From an optimization exercise on the open Yosys and OpenROAD flow, aimed at small area; shortcuts taken in it are not production practice. The RTL was checked by simulation tests, not by an equivalence proof against the original design. No driver is modelled on the clock port, so clock power and skew are understated where the tree is cut down; a real chip needs a root buffer or a tree.

run E:
==> flow/design.v <==
module usart8251 (
    input  wire       clk,
    input  wire       rst,
    input  wire       wr,
    input  wire       rd,
    input  wire       cd,
    input  wire [7:0] din,
    output wire [7:0] dout,
    input  wire       txc,
    input  wire       rxc,
    input  wire       rxd,
    input  wire       cts,
    input  wire       dsr,
    output wire       txd,
    output wire       rts_n,
    output wire       dtr_n
);
    reg  [1:0]  stage_q;             
    reg  [1:0]  m_div_q;             
    reg  [1:0]  m_len_q;             
    reg         m_pen_q, m_even_q, m_stop_q;    
    reg         txen_q, rxe_q, sbrk_q, rtsn_q, dtrn_q;
    reg         rxrdy_q;
    reg         pe_nq, oe_nq, fe_nq;    
    reg  [7:0]  rxdata_q;            
    wire        pe_q = ~pe_nq, oe_q = ~oe_nq, fe_q = ~fe_nq;
    reg         tsn_q;               
    wire        ts_q = ~tsn_q;
    reg  [11:0] t_q;                 
    reg         txd_q;
    reg  [5:0]  tdiv_q, rdiv_q;
    reg  [10:0] x_q;                 
    reg  [3:0]  k_q;                 
    wire wc    = wr & cd;
    wire wd    = wr & ~cd;
    wire rdd   = rd & ~cd;
    wire st0   = (stage_q == 2'd0);
    wire modew = wc & st0;
    wire cmdw  = wc & (stage_q == 2'd3);
    wire ir    = cmdw & din[6];
    wire eclr  = cmdw & (din[6] | din[4]);
    reg [1:0] stage_b;
    always @* begin
        stage_b = stage_q;
        if (wc) begin
            case (stage_q)
                2'd0: stage_b = (din[1:0] != 2'b00) ? 2'd3 : 2'd1;
                2'd1: stage_b = m_stop_q ? 2'd3 : 2'd2;
                2'd2: stage_b = 2'd3;
                default: stage_b = din[6] ? 2'd0 : 2'd3;
            endcase
        end
    end
    wire [1:0] md = modew ? din[1:0] : m_div_q;
    wire [1:0] ml = modew ? din[3:2] : m_len_q;
    wire       mp = modew ? din[4]   : m_pen_q;
    wire       me = modew ? din[5]   : m_even_q;
    wire       ms = modew ? din[7]   : m_stop_q;
    wire       async = md[1] | md[0];
    wire txen_b = cmdw ? din[0] : txen_q;
    wire rxe_b  = cmdw ? din[2] : rxe_q;
    wire sbrk_b = cmdw ? din[3] : sbrk_q;
    wire ld = wd & txen_q;
    wire l6 = m_len_q != 2'd0;       
    wire l7 = m_len_q[1];            
    wire l8 = m_len_q == 2'd3;       
    wire [7:0] dm = {din[7] & l8, din[6] & l7, din[5] & l6, din[4:0]};
    wire tpar  = ^{dm, ~m_even_q};
    wire fasync = m_div_q[1] | m_div_q[0];
    wire [3:0] tail = {fasync & m_pen_q & m_stop_q,
                       fasync & (m_pen_q | m_stop_q),
                       fasync | m_pen_q,
                       m_pen_q ? tpar : 1'b1};
    reg [11:0] frame;
    always @* begin
        case (m_len_q)
            2'd0: frame = {3'b000, tail, din[4:0]};
            2'd1: frame = {2'b00,  tail, din[5:0]};
            2'd2: frame = {1'b0,   tail, din[6:0]};
            default: frame = {tail, din[7:0]};
        endcase
    end
    wire        ts_b    = ir ? 1'b0 : ld ? fasync : ts_q;
    wire [11:0] t_b     = ir ? 12'd1 : ld ? frame : t_q;
    wire [5:0]  tdiv_b  = ir ? 6'd0 : tdiv_q;
    wire        rxrdy_b = (ir | rdd) ? 1'b0 : rxrdy_q;
    wire [3:0]  k_b     = ir ? 4'd0 : k_q;
    wire [5:0]  rdiv_b  = ir ? 6'd0 : rdiv_q;
    wire        pe_b    = eclr ? 1'b0 : pe_q;
    wire        oe_b    = eclr ? 1'b0 : oe_q;
    wire        fe_b    = eclr ? 1'b0 : fe_q;
    wire t_go   = txc & txen_b & ~sbrk_b & ~(async & ~cts);
    wire twrap  = ~md[1] ? 1'b1 :
                  ~md[0] ? (tdiv_b[5] | tdiv_b[4] | (&tdiv_b[3:0])) :
                           (&tdiv_b);
    wire t_step = t_go & twrap;                  
    wire t_empty = ~ts_b & (t_b[11:1] == 11'd0);
    reg        txd_n, ts_n;
    reg [11:0] t_n;
    reg [5:0]  tdiv_n;
    always @* begin
        txd_n = txd_q; ts_n = ts_b; t_n = t_b; tdiv_n = tdiv_b;
        if (txc) begin
            if (!txen_b) begin
                txd_n = 1'b1; tdiv_n = 6'd0;
            end else if (sbrk_b) begin
                txd_n = 1'b0; tdiv_n = 6'd0;
                if (t_empty) t_n[0] = 1'b0;
            end else if (async && !cts) begin
                txd_n = 1'b1;
                if (t_empty) t_n[0] = 1'b0;
            end else if (!twrap) begin
                tdiv_n = tdiv_b + 6'd1;
            end else begin
                tdiv_n = 6'd0;
                if (t_empty) begin
                    txd_n = 1'b1; t_n[0] = 1'b1;
                end else if (ts_b) begin
                    txd_n = 1'b0; ts_n = 1'b0;
                end else begin
                    txd_n = t_b[0];
                    t_n = {1'b0, t_b[11:1]};
                end
            end
        end
    end
    wire r_on   = rxe_b & async;
    wire busy   = (k_b != 4'd0) | (rdiv_b != 6'd0);
    wire rwrap  = ~md[1] ? 1'b1 :
                  ~md[0] ? (rdiv_b[5] | rdiv_b[4] | (&rdiv_b[3:0])) :
                           (&rdiv_b);
    wire r_run  = rxc & r_on & (busy | ~rxd);
    wire sample = r_run & rwrap;
    reg [10:0] x_n;
    integer i;
    always @* begin
        x_n[0] = (k_b == 4'd0) ? rxd : x_q[0];
        for (i = 1; i <= 10; i = i + 1)
            x_n[i] = (k_q <= i) ? rxd : x_q[i];
    end
    reg fend_k;
    always @* begin
        case ({ml, mp, ms})
            4'b0000: fend_k = k_b >= 4'd6;
            4'b0001, 4'b0010, 4'b0100: fend_k = k_b >= 4'd7;
            4'b0011, 4'b0101, 4'b0110, 4'b1000: fend_k = k_b >= 4'd8;
            4'b0111, 4'b1001, 4'b1010, 4'b1100: fend_k = k_b >= 4'd9;
            4'b1011, 4'b1101, 4'b1110: fend_k = k_b >= 4'd10;
            default: fend_k = k_b >= 4'd11;
        endcase
    end
    wire fend = sample & fend_k;
    wire r6 = ml != 2'd0, r7 = ml[1], r8 = ml == 2'd3;
    wire [7:0] rchar = {x_q[8] & r8, x_q[7] & r7, x_q[6] & r6, x_q[5:1]};
    wire [11:0] s = {rxd, x_n};
    reg  xpar, st1, st2;
    always @* begin
        case (ml)
            2'd0: begin xpar = ^x_q[6:1]; st1 = mp ? s[7]  : s[6];  st2 = mp ? s[8]  : s[7];  end
            2'd1: begin xpar = ^x_q[7:1]; st1 = mp ? s[8]  : s[7];  st2 = mp ? s[9]  : s[8];  end
            2'd2: begin xpar = ^x_q[8:1]; st1 = mp ? s[9]  : s[8];  st2 = mp ? s[10] : s[9];  end
            default: begin xpar = ^x_q[9:1]; st1 = mp ? s[10] : s[9]; st2 = mp ? s[11] : s[10]; end
        endcase
    end
    wire accept = ~x_q[0] & ~rxrdy_b;
    wire [3:0] k_n    = (rxc & ~r_on) | fend ? 4'd0 :
                        sample ? k_b + 4'd1 : k_b;
    wire [5:0] rdiv_n = (rxc & ~r_on) | sample ? 6'd0 :
                        r_run ? rdiv_b + 6'd1 : rdiv_b;
    wire rxrdy_n = rxrdy_b | (fend & accept);
    wire pe_n    = pe_b | (fend & accept & mp & ~(xpar ^ me));
    wire oe_n    = oe_b | (fend & ~x_q[0] & rxrdy_b);
    wire fe_n    = fe_b | (fend & (x_q[0] | (~rxrdy_b & ~(st1 & (~ms | st2)))));
    wire [7:0] rxdata_n = (fend & accept) ? rchar : rxdata_q;
    always @(posedge clk) begin
        if (modew) begin
            m_div_q <= din[1:0]; m_len_q <= din[3:2];
            m_pen_q <= din[4]; m_even_q <= din[5]; m_stop_q <= din[7];
        end
        x_q <= x_n;
        if (rst) begin
            stage_q <= 2'd0;
            txen_q <= 1'b0; rxe_q <= 1'b0; sbrk_q <= 1'b0;
            rtsn_q <= 1'b1; dtrn_q <= 1'b1;
            rxrdy_q <= 1'b0;
            pe_nq <= 1'b1; oe_nq <= 1'b1; fe_nq <= 1'b1;
            rxdata_q <= 8'd0;
            tsn_q <= 1'b1; t_q <= 12'd1; txd_q <= 1'b1;
            tdiv_q <= 6'd0; rdiv_q <= 6'd0; k_q <= 4'd0;
        end else begin
            stage_q <= stage_b;
            txen_q <= txen_b; rxe_q <= rxe_b; sbrk_q <= sbrk_b;
            if (cmdw) begin
                rtsn_q <= ~din[5]; dtrn_q <= ~din[1];
            end
            rxrdy_q <= rxrdy_n;
            pe_nq <= ~pe_n; oe_nq <= ~oe_n; fe_nq <= ~fe_n;
            rxdata_q <= rxdata_n;
            tsn_q <= ~ts_n; t_q <= t_n; txd_q <= txd_n;
            tdiv_q <= tdiv_n; rdiv_q <= rdiv_n; k_q <= k_n;
        end
    end
    wire txrdy_q = ~ts_q & (t_q[11:1] == 11'd0) & t_q[0];
    assign dout  = cd ? {dsr, 1'b0, fe_q, oe_q, pe_q, txrdy_q, rxrdy_q, txrdy_q}
                      : rxdata_q;
    assign txd   = txd_q;
    assign rts_n = rtsn_q;
    assign dtr_n = dtrn_q;
endmodule
clock: 10.0 ns
lec_check: 0
cap_margin: 20
core_margin: 2
core_utilization: 85
place_density: 0.9
slew_margin: 20
standard.sh (not shown) runs the stock make flow with config.mk's settings and CLKGATE_MAP_FILE= SYNTH_SCRIPT=/design/flow/synth_recipe.tcl, a recipe that flattens the netlist after the stock synthesis.
==> flow/flow/run.sh <==
#!/bin/bash
# Own layout flow: the standard ORFS flow (the standard.sh) with
#  * area-oriented ABC scripts (flow/abc_*.script) in synthesis and no
#    separate half/full-adder cell mapping; each script is tried in its own
#    synthesis run and the one with the smallest cell area is used
#    (registers are untouched by ABC, so all runs keep the same flip-flops),
#  * minimum-size buffers on the ports,
#  * either ORFS CTS with small clock buffers and no dummy loads, or one
#    level of clock buffers, each driving a group of nearby registers
#    (kcts.tcl; settings in opts.sh).
# Each tool's output is kept in orfs/logs (and try_*/logs for the trial
# syntheses); make's own output in flow_make.log and try_*.log.
set -euo pipefail
here=$(pwd)
CTS_EXTRA=""
source "$here/flow/opts.sh"
best=""; best_area=""
pids=()
for s in "$here"/flow/abc_*.script; do
  n=$(basename "$s" .script)
  rm -rf "$here/ms_$n" "$here/try_$n"
  cp -r "$FLOW_HOME/scripts" "$here/ms_$n"
  cp "$s" "$here/ms_$n/abc_speed.script"
  make -C "$FLOW_HOME" DESIGN_CONFIG="$here/config.mk" WORK_HOME="$here/try_$n" \
    CLKGATE_MAP_FILE= SYNTH_SCRIPT="$here/synth_recipe.tcl" \
    SCRIPTS_DIR="$here/ms_$n" ADDER_MAP_FILE= synth > "$here/try_$n.log" 2>&1 &
  pids+=($!)
  if (( ${#pids[@]} >= ${NUM_CORES:-4} )); then
    for p in "${pids[@]}"; do wait "$p" || true; done
    pids=()
  fi
done
for p in "${pids[@]}"; do wait "$p" || true; done
for s in "$here"/flow/abc_*.script; do
  n=$(basename "$s" .script)
  st="$here/try_$n/reports/$FLOW_PLATFORM/usart8251/base/synth_stat.txt"
  [[ -f "$st" ]] || continue
  a=$(awk '/Chip area for module/ {print $NF}' "$st" | tail -1)
  echo "synthesis with $n: area $a" | tee -a "$here/synth_choice.log"
  if [[ -n "$a" ]] && { [[ -z "$best_area" ]] || awk -v a="$a" -v b="$best_area" 'BEGIN{exit !(a<b)}'; }; then
    best=$n; best_area=$a
  fi
done
[[ -n "$best" ]] || { echo "no synthesis run succeeded"; exit 1; }
echo "chosen: $best ($best_area)" | tee -a "$here/synth_choice.log"
# clock tree: cts.tcl with a one-buffer option (used when MY_CTS_BUF is set)
cp "$here/flow/cts.tcl" "$here/ms_$best/cts.tcl"
if [[ -n "${MY_CTS_BUF:-}" ]]; then
  export MY_CTS_BUF MY_CTS_GROUPS MY_CTS_TCL="$here/flow/kcts.tcl" MY_CTS_PORT="$(awk '/create_clock/ {for (i=1;i<=NF;i++) if ($i ~ /get_ports/) {gsub(/[{}\]\[]/,"",$(i+1)); print $(i+1)}}' "$here/constraint.sdc")"
fi
bash standard.sh \
  SCRIPTS_DIR="$here/ms_$best" \
  ADDER_MAP_FILE= \
  BUFFER_PORTS_ARGS="-buffer_cell sky130_fd_sc_hd__buf_1" \
  CTS_ARGS="-sink_clustering_enable -repair_clock_nets -buf_list $CTSBUF -dont_use_dummy_load $CTS_EXTRA" \
  finish > "$here/flow_make.log" 2>&1
==> flow/flow/opts.sh <==
CTSBUF=sky130_fd_sc_hd__clkbuf_4
MY_CTS_BUF=sky130_fd_sc_hd__clkbuf_8
MY_CTS_GROUPS=3
Other scripts of this flow, unchanged in this note and not shown: flow/flow/abc_m2.script, flow/flow/cts.tcl, flow/flow/kcts.tcl
Stage in which a tool error killed run E: global placement without I/O (3_1_place_gp_skip_io).
#### Input delta (run K over run E)
Settings: changing CORE_UTILIZATION from 85 to 70; removing PLACE_DENSITY (formerly 0.9).
==> flow/flow/abc_a1.script (new file) <==
&get -n
&st
&deepsyn -I 1 -J 50 -S 1
&put
dch -f
amap
==> flow/flow/abc_a2.script (new file) <==
&get -n
&st
&deepsyn -I 1 -J 50 -S 2
&put
dch -f
amap
==> flow/flow/abc_a3.script (new file) <==
&get -n
&st
&deepsyn -I 1 -J 50 -S 3
&put
dch -f
amap
==> flow/flow/abc_a4.script (new file) <==
&get -n
&st
&deepsyn -I 1 -J 50 -S 4
&put
dch -f
amap
==> flow/flow/abc_b1.script (new file) <==
&get -n
&st
&deepsyn -I 1 -J 300 -S 1
&put
dch -f
amap
==> flow/flow/abc_b2.script (new file) <==
&get -n
&st
&deepsyn -I 1 -J 300 -S 2
&put
dch -f
amap
==> flow/flow/abc_b3.script (new file) <==
&get -n
&st
&deepsyn -I 1 -J 300 -S 3
&put
dch -f
amap
==> flow/flow/abc_b4.script (new file) <==
&get -n
&st
&deepsyn -I 1 -J 300 -S 4
&put
dch -f
amap
==> flow/flow/abc_m1.script (new file) <==
&get -n
&st
&deepsyn -I 1 -J 50 -S 1
&dch
&nf -R 1000 -p -F 8 -A 8
&put
==> flow/flow/abc_m3.script (new file) <==
&get -n
&st
&deepsyn -I 1 -J 50 -S 3
&dch
&nf -R 1000 -p -F 8 -A 8
&put
==> flow/flow/abc_m4.script (new file) <==
&get -n
&st
&deepsyn -I 1 -J 50 -S 4
&dch
&nf -R 1000 -p -F 8 -A 8
&put
==> flow/flow/opts.sh <==
CTSBUF=sky130_fd_sc_hd__clkbuf_4
MY_CTS_BUF=sky130_fd_sc_hd__clkbuf_8
MY_CTS_GROUPS=4
--- outcome ---
Run K: done, clean on timing, DRC and antenna. As far as net count after synthesis goes, run E and run K are indistinguishable; the numbers are identical. | basic-gate share of the synthesized area counting and, or, nand and nor cells | run E vs run K | ≈ equal |. Compared run E against run K; compound-gate portion of the synthesized area within noise.
The clock cells of run K come from the design's own scripts or RTL, not from TritonCTS.

==> port drivers added, routing unchanged <==
No port has a modelled driver above. Below, the same layout with a new extraction and two added sets of constraints. Step 1 assumes that a clkbuf_16 drives the clock port and a buf_2 every other input. Step 2 moves the port delays by t, midway between the first and last clock arrival at a register: inputs arrive t later, outputs are due t later. That takes back most of the time a late clock gives input paths. Slacks: ideal / step 1 / step 2; pairs: ideal / step 1.
run: run K
t (ns): 0.215
setup WS [ns]: 3.654 / 3.688 / 3.473
worst setup path after step 2: input to register
worst slew at a driven data input, ns: 0.03
cell pins on the clock port's net: 4
After both steps run K still meets setup and hold. The setup slack of run K moves by +0.034 ns with the drivers and by -0.181 ns with both steps.
